Background: an optimization exercise with open tools, aiming at small area, a short achievable clock period and few clock cycles. Do not read the settings as production practice. Where RTL was checked, it was by simulation tests only, not by an equivalence proof against the original.

==> inputs of run a <==
==> flow/design.v <==
module simhymn (
    input  wire       clk,
    input  wire       rst,           
    input  wire       img_we,
    input  wire [4:0] img_addr,
    input  wire [7:0] img_data,
    input  wire       start,
    output wire       in_req,
    input  wire       in_valid,
    input  wire [7:0] in_data,
    input  wire [1:0] in_err,        
    output reg        out_valid,
    output reg  [7:0] out_data,
    output wire       done,
    output wire       halted,
    output wire       faulted,
    output wire [2:0] fault_kind,
    output wire [4:0] fault_pc,
    output wire [7:0] fault_word,
    output reg  [7:0] acc,
    output reg  [4:0] pc,
    output wire       zf,
    output wire       pf,
    input  wire [4:0] dbg_addr,
    output wire [7:0] dbg_data
);
    localparam [4:0] JUMP_CHAIN_BOUND = 5'd30;
    localparam [4:0] INPUT_PORT  = 5'd30;
    localparam [4:0] OUTPUT_PORT = 5'd31;
    localparam [2:0] OP_HALT = 3'd0;
    localparam [2:0] OP_JUMP = 3'd1;
    localparam [2:0] OP_JZER = 3'd2;
    localparam [2:0] OP_JPOS = 3'd3;
    localparam [2:0] OP_LOAD = 3'd4;
    localparam [2:0] OP_STOR = 3'd5;
    localparam [2:0] OP_ADD  = 3'd6;
    localparam [2:0] OP_SUB  = 3'd7;
    reg [7:0] mem [0:31];
    reg [7:0] ir;                
    reg       run;               
    reg       hlt_r;             
    reg       flt_r;             
    reg       inv_r;             
    reg [4:0] chain;             
    assign zf = (acc == 8'd0);
    assign pf = !acc[7] && (acc != 8'd0);
    wire idle = !run && !hlt_r && !flt_r;
    wire go   = !rst && (run || (idle && start));
    wire ld   = idle && !start;              
    wire [2:0] op0  = ir[7:5];
    wire [4:0] a0   = ir[4:0];
    wire hlt0 = (op0 == OP_HALT) || (pc >= 5'd30);
    wire jmp0 = (op0 == OP_JUMP) || (op0 == OP_JZER) || (op0 == OP_JPOS);
    wire tk0  = (op0 == OP_JUMP) || (op0 == OP_JZER && zf) || (op0 == OP_JPOS && pf);
    wire cflt = !hlt0 && jmp0 && tk0 && (chain == JUMP_CHAIN_BOUND);
    wire [4:0] pc1 = pc + 5'd1;
    wire [4:0] pcx  = jmp0 ? (tk0 ? a0 : pc1) : pc;
    wire [4:0] pcx1 = pcx + 5'd1;
    wire [4:0] pcx2 = pcx + 5'd2;
    wire [4:0] chainx = jmp0 ? (tk0 ? chain + 5'd1 : 5'd0) : chain;
    wire dsel = !(run || start) || hlt0 || cflt;
    wire [31:0] oh_pc  = 32'd1 << pc;
    wire [31:0] oh_a0  = 32'd1 << a0;
    wire [31:0] oh_dbg = 32'd1 << dbg_addr;
    wire [31:0] oh_pc1 = {oh_pc[30:0], oh_pc[31]};
    wire [31:0] oh_pc2 = {oh_pc[29:0], oh_pc[31:30]};
    wire [31:0] oh_pc3 = {oh_pc[28:0], oh_pc[31:29]};
    wire [31:0] oh_a01 = {oh_a0[30:0], oh_a0[31]};
    wire [31:0] oh_a02 = {oh_a0[29:0], oh_a0[31:30]};
    wire [31:0] s1 = tk0 ? oh_a0 : oh_pc1;
    wire [31:0] s2 = jmp0 ? (tk0 ? oh_a01 : oh_pc2) : oh_pc1;
    wire [31:0] s3 = dsel ? oh_dbg : (jmp0 ? (tk0 ? oh_a02 : oh_pc3) : oh_pc2);
    reg [7:0] m1, w2, w3;
    integer k;
    always @(*) begin
        m1 = 8'd0;
        w2 = 8'd0;
        w3 = 8'd0;
        for (k = 0; k < 32; k = k + 1) begin
            m1 = m1 | ({8{s1[k]}} & mem[k]);
            w2 = w2 | ({8{s2[k]}} & mem[k]);
            w3 = w3 | ({8{s3[k]}} & mem[k]);
        end
    end
    wire [7:0] w1 = jmp0 ? m1 : ir;
    assign dbg_data = w3;
    wire [2:0] op1 = w1[7:5];
    wire [4:0] a1  = w1[4:0];
    wire [2:0] op2 = w2[7:5];
    wire [4:0] a2  = w2[4:0];
    wire ex1 = !((op1 == OP_HALT) || (pcx >= 5'd30) || (op1 == OP_JUMP) ||
                 (op1 == OP_JZER) || (op1 == OP_JPOS));
    wire act   = go && !hlt0 && !cflt;       
    wire exe   = act && ex1;                 
    wire stor  = (op1 == OP_STOR);
    wire inp   = (op1 == OP_LOAD) && (a1 == INPUT_PORT);
    wire in_ok = in_valid && (in_err == 2'd0);
    wire wait_in = inp && !in_valid;
    wire bad_in  = inp && in_valid && !in_ok;
    wire x2 = (op2 == OP_ADD) || (op2 == OP_SUB) ||
              ((op2 == OP_LOAD) && (a2 != INPUT_PORT));
    wire fuse_xs = !stor && (op2 == OP_STOR) && (a2 != pcx2);
    wire fuse_sx = stor && x2 && (a1 != pcx1);    
    wire fuse = (pcx1 < 5'd30) && (fuse_xs || fuse_sx);
    wire [2:0] xop  = stor ? op2 : op1;
    wire [31:0] sx  = stor ? (32'd1 << a2) : (32'd1 << a1);
    reg  [7:0] mrd;
    always @(*) begin
        mrd = 8'd0;
        for (k = 0; k < 32; k = k + 1)
            mrd = mrd | ({8{sx[k]}} & mem[k]);
    end
    wire [7:0] opnd = (stor && (a2 == a1)) ? acc : mrd;
    reg [7:0] alu;
    always @(*) begin
        case (xop)
            OP_ADD:  alu = acc + opnd;
            OP_SUB:  alu = acc - opnd;
            default: alu = inp ? in_data : opnd;
        endcase
    end
    wire done_ok = exe && !wait_in && !bad_in;    
    wire fused   = done_ok && fuse;
    wire       we_a = (ld && img_we && !rst) || (done_ok && (stor || inp));
    wire [4:0] wa_a = ld ? img_addr : a1;
    wire [7:0] wd_a = ld ? img_data : (stor ? acc : in_data);
    wire       we_b = fused && !stor;
    wire [7:0] wd = we_b ? alu : wd_a;
    integer i;
    always @(posedge clk) begin
        for (i = 0; i < 32; i = i + 1)
            if ((we_b && a2 == i[4:0]) || (we_a && wa_a == i[4:0]))
                mem[i] <= wd;
    end
    assign in_req     = exe && inp;
    assign halted     = hlt_r || (go && hlt0);
    assign faulted    = flt_r || (go && cflt);
    assign done       = halted || faulted;
    assign fault_pc   = pc;
    assign fault_word = ir;
    assign fault_kind = ir[7] ? {2'b10, inv_r} : 3'd3;
    wire [4:0] pcn = done_ok ? (fuse ? pcx2 : pcx1) : pcx;
    wire [7:0] wn  = done_ok ? (fuse ? w3 : w2) : w1;
    wire       fwd = done_ok && (stor || inp) && (a1 == pcn);
    always @(posedge clk) begin
        if (rst) begin
            out_valid <= 1'b0;
            out_data  <= 8'd0;
        end else begin
            out_valid <= (done_ok && stor && (a1 == OUTPUT_PORT)) ||
                         (we_b && (a2 == OUTPUT_PORT));
            out_data  <= stor ? acc : alu;
        end
    end
    always @(posedge clk) begin
        if (rst) begin
            run   <= 1'b0;
            hlt_r <= 1'b0;
            flt_r <= 1'b0;
            inv_r <= 1'b0;
            acc   <= 8'd0;
            pc    <= 5'd0;
            chain <= 5'd0;
        end else if (go) begin
            run <= 1'b1;
            if (hlt0) begin
                run   <= 1'b0;
                hlt_r <= 1'b1;
            end else if (cflt) begin
                run   <= 1'b0;
                flt_r <= 1'b1;
            end else if (!done_ok) begin
                pc    <= pcx;
                chain <= chainx;
                if (exe && bad_in) begin
                    run   <= 1'b0;
                    flt_r <= 1'b1;
                    inv_r <= in_err[1];
                end
            end else begin
                pc    <= pcn;
                chain <= 5'd0;
                if (!stor || fuse)
                    acc <= alu;
            end
        end
    end
    always @(posedge clk) begin
        if (ld || rst)
            ir <= (!rst && img_we && img_addr == 5'd0) ? img_data : mem[0];
        else if (act)
            ir <= fwd ? wd_a : wn;
    end
endmodule
==> flow/run.sh <==
#!/bin/bash
# synth_recipe.tcl (not shown) runs the flow's synth.tcl, then flattens the netlist and writes it again
# the make line also repeats each setting of config.mk as NAME=value (left out here)
make -C /OpenROAD-flow-scripts/flow DESIGN_CONFIG=/design/flow/config.mk WORK_HOME=/design/flow/orfs CLKGATE_MAP_FILE= SYNTH_SCRIPT=/design/flow/synth_recipe.tcl finish
==> flow/config.mk <==
export PLATFORM = sky130hd
export DESIGN_NAME = simhymn
export DESIGN_NICKNAME = simhymn
export VERILOG_FILES = /design/flow/design.v
export SDC_FILE = /design/flow/constraint.sdc
export NUM_CORES = 4
export LEC_CHECK = 0
export ABC_AREA = 1
export CAP_MARGIN = 20
export CORE_MARGIN = 2
export CORE_UTILIZATION = 40
export SLEW_MARGIN = 20
==> flow/constraint.sdc <==
create_clock -name core_clock -period 10.0 [get_ports {clk}]
set_input_delay 2.0000 -clock core_clock [delete_from_list [all_inputs] [get_ports {clk}]]
set_output_delay 2.0000 -clock core_clock [all_outputs]
set_load 0.01 [all_outputs]
==> run b: changes against run a <==
==> flow/design.v, changed modules only <==
module simhymn (
    input  wire       clk,
    input  wire       rst,           
    input  wire       img_we,
    input  wire [4:0] img_addr,
    input  wire [7:0] img_data,
    input  wire       start,
    output wire       in_req,
    input  wire       in_valid,
    input  wire [7:0] in_data,
    input  wire [1:0] in_err,        
    output reg        out_valid,
    output reg  [7:0] out_data,
    output wire       done,
    output wire       halted,
    output wire       faulted,
    output wire [2:0] fault_kind,
    output wire [4:0] fault_pc,
    output wire [7:0] fault_word,
    output reg  [7:0] acc,
    output reg  [4:0] pc,
    output wire       zf,
    output wire       pf,
    input  wire [4:0] dbg_addr,
    output wire [7:0] dbg_data
);
    localparam [4:0] JUMP_CHAIN_BOUND = 5'd30;
    localparam [4:0] INPUT_PORT  = 5'd30;
    localparam [4:0] OUTPUT_PORT = 5'd31;
    localparam [2:0] OP_HALT = 3'd0;
    localparam [2:0] OP_JUMP = 3'd1;
    localparam [2:0] OP_JZER = 3'd2;
    localparam [2:0] OP_JPOS = 3'd3;
    localparam [2:0] OP_LOAD = 3'd4;
    localparam [2:0] OP_STOR = 3'd5;
    localparam [2:0] OP_ADD  = 3'd6;
    localparam [2:0] OP_SUB  = 3'd7;
    reg [7:0] mem [0:31];
    reg [7:0] ir;                
    reg       run;               
    reg       hlt_r;             
    reg       flt_r;             
    reg       inv_r;             
    reg [4:0] chain;             
    assign zf = (acc == 8'd0);
    assign pf = !acc[7] && (acc != 8'd0);
    wire idle = !run && !hlt_r && !flt_r;
    wire go   = !rst && (run || (idle && start));
    wire ld   = idle && !start;              
    wire [2:0] op0  = ir[7:5];
    wire [4:0] a0   = ir[4:0];
    wire hlt0 = (op0 == OP_HALT) || (pc >= 5'd30);
    wire jmp0 = (op0 == OP_JUMP) || (op0 == OP_JZER) || (op0 == OP_JPOS);
    wire tk0  = (op0 == OP_JUMP) || (op0 == OP_JZER && zf) || (op0 == OP_JPOS && pf);
    wire cflt = !hlt0 && jmp0 && tk0 && (chain == JUMP_CHAIN_BOUND);
    wire [4:0] pc1 = pc + 5'd1;
    wire [4:0] pcx  = jmp0 ? (tk0 ? a0 : pc1) : pc;
    wire [4:0] pcx1 = pcx + 5'd1;
    wire [4:0] pcx2 = pcx + 5'd2;
    wire [4:0] chainx = jmp0 ? (tk0 ? chain + 5'd1 : 5'd0) : chain;
    wire dsel = hlt_r || flt_r || hlt0 || cflt;
    function [11:0] rows;                
        input [4:0] x;
        reg [2:0] r0, r1;
        begin
            r0 = x[4:2];
            r1 = x[4:2] + 3'd1;
            rows = {r0, (x[1:0] > 2'd2) ? r1 : r0, (x[1:0] > 2'd1) ? r1 : r0,
                    (x[1:0] > 2'd0) ? r1 : r0};
        end
    endfunction
    wire [11:0] rw_pc = rows(pc);
    wire [11:0] rw_p1 = rows(pc1);
    wire [11:0] rw_a0 = rows(a0);
    wire [11:0] rw  = jmp0 ? (tk0 ? rw_a0 : rw_p1) : rw_pc;
    wire [1:0]  wl  = jmp0 ? (tk0 ? a0[1:0] : pc1[1:0]) : pc[1:0];
    wire [7:0] b0  = mem[{rw[2:0], 2'd0}];
    wire [7:0] b1  = mem[{rw[5:3], 2'd1}];
    wire [7:0] b2  = mem[{rw[8:6], 2'd2}];
    wire [7:0] b3  = mem[{rw[11:9], 2'd3}];
    reg  [7:0] m1, w2, w3;
    always @(*) begin
        case (wl)
            2'd0: begin m1 = b0; w2 = b1; w3 = b2; end
            2'd1: begin m1 = b1; w2 = b2; w3 = b3; end
            2'd2: begin m1 = b2; w2 = b3; w3 = b0; end
            default: begin m1 = b3; w2 = b0; w3 = b1; end
        endcase
    end
    wire [7:0] w1 = jmp0 ? m1 : ir;
    wire [2:0] op1 = w1[7:5];
    wire [4:0] a1  = w1[4:0];
    wire [2:0] op2 = w2[7:5];
    wire [4:0] a2  = w2[4:0];
    wire ex1 = !((op1 == OP_HALT) || (pcx >= 5'd30) || (op1 == OP_JUMP) ||
                 (op1 == OP_JZER) || (op1 == OP_JPOS));
    wire act   = go && !hlt0 && !cflt;       
    wire exe   = act && ex1;                 
    wire stor  = (op1 == OP_STOR);
    wire inp   = (op1 == OP_LOAD) && (a1 == INPUT_PORT);
    wire in_ok = in_valid && (in_err == 2'd0);
    wire wait_in = inp && !in_valid;
    wire bad_in  = inp && in_valid && !in_ok;
    wire x2 = (op2 == OP_ADD) || (op2 == OP_SUB) ||
              ((op2 == OP_LOAD) && (a2 != INPUT_PORT));
    wire fuse_xs = !stor && (op2 == OP_STOR) && (a2 != pcx2);
    wire fuse_sx = stor && x2 && (a1 != pcx1);    
    wire fuse = (pcx1 < 5'd30) && (fuse_xs || fuse_sx);
    wire [2:0] xop  = stor ? op2 : op1;
    wire [31:0] sx  = dsel ? (32'd1 << dbg_addr) :
                      stor ? (32'd1 << a2) : (32'd1 << a1);
    reg  [7:0] mrd;
    integer k;
    always @(*) begin
        mrd = 8'd0;
        for (k = 0; k < 32; k = k + 1)
            mrd = mrd | ({8{sx[k]}} & mem[k]);
    end
    wire [7:0] opnd = (stor && (a2 == a1)) ? acc : mrd;
    assign dbg_data = mrd;
    reg [7:0] alu;
    always @(*) begin
        case (xop)
            OP_ADD:  alu = acc + opnd;
            OP_SUB:  alu = acc - opnd;
            default: alu = inp ? in_data : opnd;
        endcase
    end
    wire done_ok = exe && !wait_in && !bad_in;    
    wire fused   = done_ok && fuse;
    wire       we_a = (ld && img_we && !rst) || (done_ok && (stor || inp));
    wire [4:0] wa_a = ld ? img_addr : a1;
    wire [7:0] wd_a = ld ? img_data : (stor ? acc : in_data);
    wire       we_b = fused && !stor;
    wire [7:0] wd = we_b ? alu : wd_a;
    integer i;
    always @(posedge clk) begin
        for (i = 0; i < 32; i = i + 1)
            if ((we_b && a2 == i[4:0]) || (we_a && wa_a == i[4:0]))
                mem[i] <= wd;
    end
    assign in_req     = exe && inp;
    assign halted     = hlt_r || (go && hlt0);
    assign faulted    = flt_r || (go && cflt);
    assign done       = halted || faulted;
    assign fault_pc   = pc;
    assign fault_word = ir;
    assign fault_kind = ir[7] ? {2'b10, inv_r} : 3'd3;
    wire [4:0] pcn = done_ok ? (fuse ? pcx2 : pcx1) : pcx;
    wire [7:0] wn  = done_ok ? (fuse ? w3 : w2) : w1;
    wire       fwd = done_ok && (stor || inp) && (a1 == pcn);
    always @(posedge clk) begin
        if (rst) begin
            out_valid <= 1'b0;
            out_data  <= 8'd0;
        end else begin
            out_valid <= (done_ok && stor && (a1 == OUTPUT_PORT)) ||
                         (we_b && (a2 == OUTPUT_PORT));
            out_data  <= stor ? acc : alu;
        end
    end
    always @(posedge clk) begin
        if (rst) begin
            run   <= 1'b0;
            hlt_r <= 1'b0;
            flt_r <= 1'b0;
            inv_r <= 1'b0;
            acc   <= 8'd0;
            pc    <= 5'd0;
            chain <= 5'd0;
        end else if (go) begin
            run <= 1'b1;
            if (hlt0) begin
                run   <= 1'b0;
                hlt_r <= 1'b1;
            end else if (cflt) begin
                run   <= 1'b0;
                flt_r <= 1'b1;
            end else if (!done_ok) begin
                pc    <= pcx;
                chain <= chainx;
                if (exe && bad_in) begin
                    run   <= 1'b0;
                    flt_r <= 1'b1;
                    inv_r <= in_err[1];
                end
            end else begin
                pc    <= pcn;
                chain <= 5'd0;
                if (!stor || fuse)
                    acc <= alu;
            end
        end
    end
    always @(posedge clk) begin
        if (ld || rst)
            ir <= (!rst && img_we && img_addr == 5'd0) ? img_data : mem[0];
        else if (act)
            ir <= fwd ? wd_a : wn;
    end
endmodule
--- a/flow/config.mk
+++ b/flow/config.mk
@@ -8,5 +8,7 @@
 export ABC_AREA = 1
 export CAP_MARGIN = 20
 export CORE_MARGIN = 2
-export CORE_UTILIZATION = 40
+export CORE_UTILIZATION = 25
+export SETUP_SLACK_MARGIN = 3
 export SLEW_MARGIN = 20
+export TNS_END_PERCENT = 10
==> run c: changes against run a <==
==> flow/design.v, changed modules only <==
module simhymn (
    input  wire       clk,
    input  wire       rst,           
    input  wire       img_we,
    input  wire [4:0] img_addr,
    input  wire [7:0] img_data,
    input  wire       start,
    output wire       in_req,
    input  wire       in_valid,
    input  wire [7:0] in_data,
    input  wire [1:0] in_err,        
    output reg        out_valid,
    output wire [7:0] out_data,
    output wire       done,
    output wire       halted,
    output wire       faulted,
    output wire [2:0] fault_kind,
    output wire [4:0] fault_pc,
    output wire [7:0] fault_word,
    output reg  [7:0] acc,
    output reg  [4:0] pc,
    output wire       zf,
    output wire       pf,
    input  wire [4:0] dbg_addr,
    output wire [7:0] dbg_data
);
    localparam [4:0] JUMP_CHAIN_BOUND = 5'd30;
    localparam [4:0] INPUT_PORT  = 5'd30;
    localparam [4:0] OUTPUT_PORT = 5'd31;
    localparam [2:0] OP_HALT = 3'd0;
    localparam [2:0] OP_JUMP = 3'd1;
    localparam [2:0] OP_JZER = 3'd2;
    localparam [2:0] OP_JPOS = 3'd3;
    localparam [2:0] OP_LOAD = 3'd4;
    localparam [2:0] OP_STOR = 3'd5;
    localparam [2:0] OP_ADD  = 3'd6;
    localparam [2:0] OP_SUB  = 3'd7;
    reg [7:0] mem [0:31];
    reg [7:0] ir;                
    reg       run;               
    reg       hlt_r;             
    reg       flt_r;             
    reg       inv_r;             
    reg [4:0] chain;             
    assign zf = (acc == 8'd0);
    assign pf = !acc[7] && (acc != 8'd0);
    wire idle = !run && !hlt_r && !flt_r;
    wire go   = !rst && (run || (idle && start));
    wire ld   = idle && !start;              
    wire [2:0] op = ir[7:5];
    wire [4:0] a  = ir[4:0];
    wire hlt  = (op == OP_HALT) || (pc >= 5'd30);
    wire jmp  = (op == OP_JUMP) || (op == OP_JZER) || (op == OP_JPOS);
    wire tk   = (op == OP_JUMP) || (op == OP_JZER && zf) || (op == OP_JPOS && pf);
    wire cflt = !hlt && jmp && tk && (chain == JUMP_CHAIN_BOUND);
    wire stor = (op == OP_STOR);
    wire inp  = (op == OP_LOAD) && (a == INPUT_PORT);
    wire in_ok   = in_valid && (in_err == 2'd0);
    wire act     = go && !hlt && !cflt;
    wire wait_in = inp && !in_valid;
    wire bad_in  = inp && in_valid && !in_ok;
    wire adv     = act && !wait_in && !bad_in;       
    wire [4:0] pcn  = (jmp && tk) ? a : pc + 5'd1;
    wire       dsel = hlt_r || flt_r || hlt || cflt;
    wire [7:0] wn   = mem[dsel ? dbg_addr : pcn];
    assign dbg_data = wn;
    wire [7:0] opnd = mem[a];
    reg  [7:0] alu;
    always @(*) begin
        case (op)
            OP_ADD:  alu = acc + opnd;
            OP_SUB:  alu = acc - opnd;
            default: alu = inp ? in_data : opnd;
        endcase
    end
    wire       we = (ld && img_we && !rst) || (adv && (stor || inp));
    wire [4:0] wa = ld ? img_addr : a;
    wire [7:0] wd = ld ? img_data : (stor ? acc : in_data);
    integer i;
    always @(posedge clk) begin
        for (i = 0; i < 32; i = i + 1)
            if (we && wa == i[4:0])
                mem[i] <= wd;
    end
    assign in_req     = act && inp;
    assign halted     = hlt_r || (go && hlt);
    assign faulted    = flt_r || (go && cflt);
    assign done       = halted || faulted;
    assign fault_pc   = pc;
    assign fault_word = ir;
    assign fault_kind = ir[7] ? {2'b10, inv_r} : 3'd3;
    always @(posedge clk) begin
        if (rst)
            out_valid <= 1'b0;
        else
            out_valid <= adv && stor && (a == OUTPUT_PORT);
    end
    assign out_data = acc;
    always @(posedge clk) begin
        if (rst) begin
            run   <= 1'b0;
            hlt_r <= 1'b0;
            flt_r <= 1'b0;
            inv_r <= 1'b0;
            acc   <= 8'd0;
            pc    <= 5'd0;
            chain <= 5'd0;
        end else if (go) begin
            run <= 1'b1;
            if (hlt) begin
                run   <= 1'b0;
                hlt_r <= 1'b1;
            end else if (cflt) begin
                run   <= 1'b0;
                flt_r <= 1'b1;
            end else if (bad_in) begin
                run   <= 1'b0;
                flt_r <= 1'b1;
                inv_r <= in_err[1];
            end else if (adv) begin
                pc    <= pcn;
                chain <= (jmp && tk) ? chain + 5'd1 : 5'd0;
                if (!jmp && !stor)
                    acc <= alu;
            end
        end
    end
    always @(posedge clk) begin
        if (ld || rst)
            ir <= (!rst && img_we && img_addr == 5'd0) ? img_data : mem[0];
        else if (adv)
            ir <= (we && wa == pcn) ? wd : wn;
    end
endmodule
==> flow/flow/run.sh (new file) <==
#!/bin/bash
# The standard layout, with the port buffers made of buf_4 cells instead of the
# default (a slow delay buffer) so that the resizer starts from a fast cell.
set -euo pipefail
export BUFFER_PORTS_ARGS="-buffer_cell sky130_fd_sc_hd__buf_4"
bash standard.sh > standard.log 2>&1
==> flow/standard.sh (new file) <==
#!/bin/bash
# synth_recipe.tcl (not shown) runs the flow's synth.tcl, then flattens the netlist and writes it again
# the make line also repeats each setting of config.mk as NAME=value (left out here)
make -C /OpenROAD-flow-scripts/flow DESIGN_CONFIG=/design/flow/config.mk WORK_HOME=/design/flow/orfs CLKGATE_MAP_FILE= SYNTH_SCRIPT=/design/flow/synth_recipe.tcl "${@:-finish}"
--- a/flow/config.mk
+++ b/flow/config.mk
@@ -9,4 +9,6 @@
 export CAP_MARGIN = 20
 export CORE_MARGIN = 2
 export CORE_UTILIZATION = 40
+export SETUP_SLACK_MARGIN = 3.5
 export SLEW_MARGIN = 20
+export TNS_END_PERCENT = 10
removed: flow/run.sh
==> run summary <==
Run a finished clean. Run c finished with timing, DRC and antenna clean. Run b finished with timing, DRC and antenna clean. The highest sequential share of layout area belongs to run c, the lowest to run b. Routed wire length: run a > run b > run c. Utilization: run b < run c < run a. Critical path depth: run b is higher than run c (14). Against run c, the cell area of run a is higher by about 46%. The highest register-to-register slack belongs to run c, the lowest to run a. Between run a and run b, the lower maximum frequency is in run a (gap 23%, measured against run b). Global-route usage: run b is lower than run a (35 points). The lowest die area belongs to run c, the highest to run b.
==> figures <==
Vias per Instance: run c 5.77; run b 5.31; run a 7.09
Tightest Pin Transition: run c 1.17 ns; run b 1.11 ns; run a 1.28 ns
Clock buffer instance count of the final layout: run c 42; run b 43; run a 45
Multi-input logic area: run c 6200 um^2; run b 11200 um^2; run a 12200 um^2
Starting Density: run c 40.3%; run b 25.2%; run a 40.2%
Average detailed-routed wire length per instance: run c 27.0 um; run b 23.7 um; run a 40.5 um
Capturing point of the worst reg2reg path: run c acc[7]; run b mem[4][7]; run a mem[15][7]
Met3 wire len: run c 6240 um; run b 9960 um; run a 32600 um
Pre-antenna DRT Iters: run c 8; run b 6; run a 12
Vias in the first global route: run c 13.2k; run b 19.6k; run a 25.9k
Tapcell count: run c 518; run b 1040; run a 756
Hold slack final: run c 0.461 ns; run b 0.466 ns; run a 0.488 ns
Combined area of all synthesized cells: run c 15500 um^2; run b 19400 um^2; run a 22600 um^2
Result of the run: run c finished clean; run b finished clean; run a finished clean
Met3 usage: run c 6.22%; run b 4.84%; run a 35.3%
Register area: run c 8390 um^2; run b 8570 um^2; run a 8550 um^2
Die area: run c 40300 um^2; run b 80000 um^2; run a 58300 um^2
Count of cells along the worst register-to-register path: run c 32; run b 54; run a 48
Sink of the worst hold path: run c inv_r; run b flt_r; run a inv_r
Mux cell area share after synthesis: run c 0%; run b 0.0515%; run a 0%
Wire length of the first global-routing pass: run c 93200 um; run b 133000 um; run a 222000 um
Synth unique cells: run c 52; run b 57; run a 51
Testbench counts of run a, summed over its fixed seeds: cycles 12,309.
Testbench counts of run b, summed over its fixed seeds: cycles 12,309.
Only the layout flow was run in run c; the RTL was not checked for function there.

## static timing again, ports no longer ideal
In the flow no input, the clock included, has a driving cell. The finished layouts below were timed again as built, in two steps.
Step 1 (the two cells are an assumption about what drives the block):
set clk [get_ports {clk}]
set_driving_cell -lib_cell sky130_fd_sc_hd__clkbuf_16 $clk
set_driving_cell -lib_cell sky130_fd_sc_hd__buf_2 [delete_from_list [all_inputs] $clk]
Step 2 adds t to the input delays and takes it off the output delays; t is the mean of the earliest and latest rising clock arrival at the registers after step 1. Input paths then give back, and output paths get back, about the clock's delay inside the block.
Slacks: ideal / step 1 / step 2; pairs: ideal / step 1.
run	t, ns	setup WS [ns]	clock arrival spread, ns	worst data-port slew with drivers (ns)
run a	0.651	0.222 / 0.154 / 0.280	0.028 / 0.028	0.07
run b	0.619	2.514 / 2.456 / 2.449	0.042 / 0.042	0.05
run c	0.583	3.740 / 3.682 / 3.742	0.021 / 0.022	0.05
After both steps every run listed still meets setup and hold. The setup slack of run b, which loses most, moves by -0.058 ns with the drivers and by -0.065 ns with both steps.
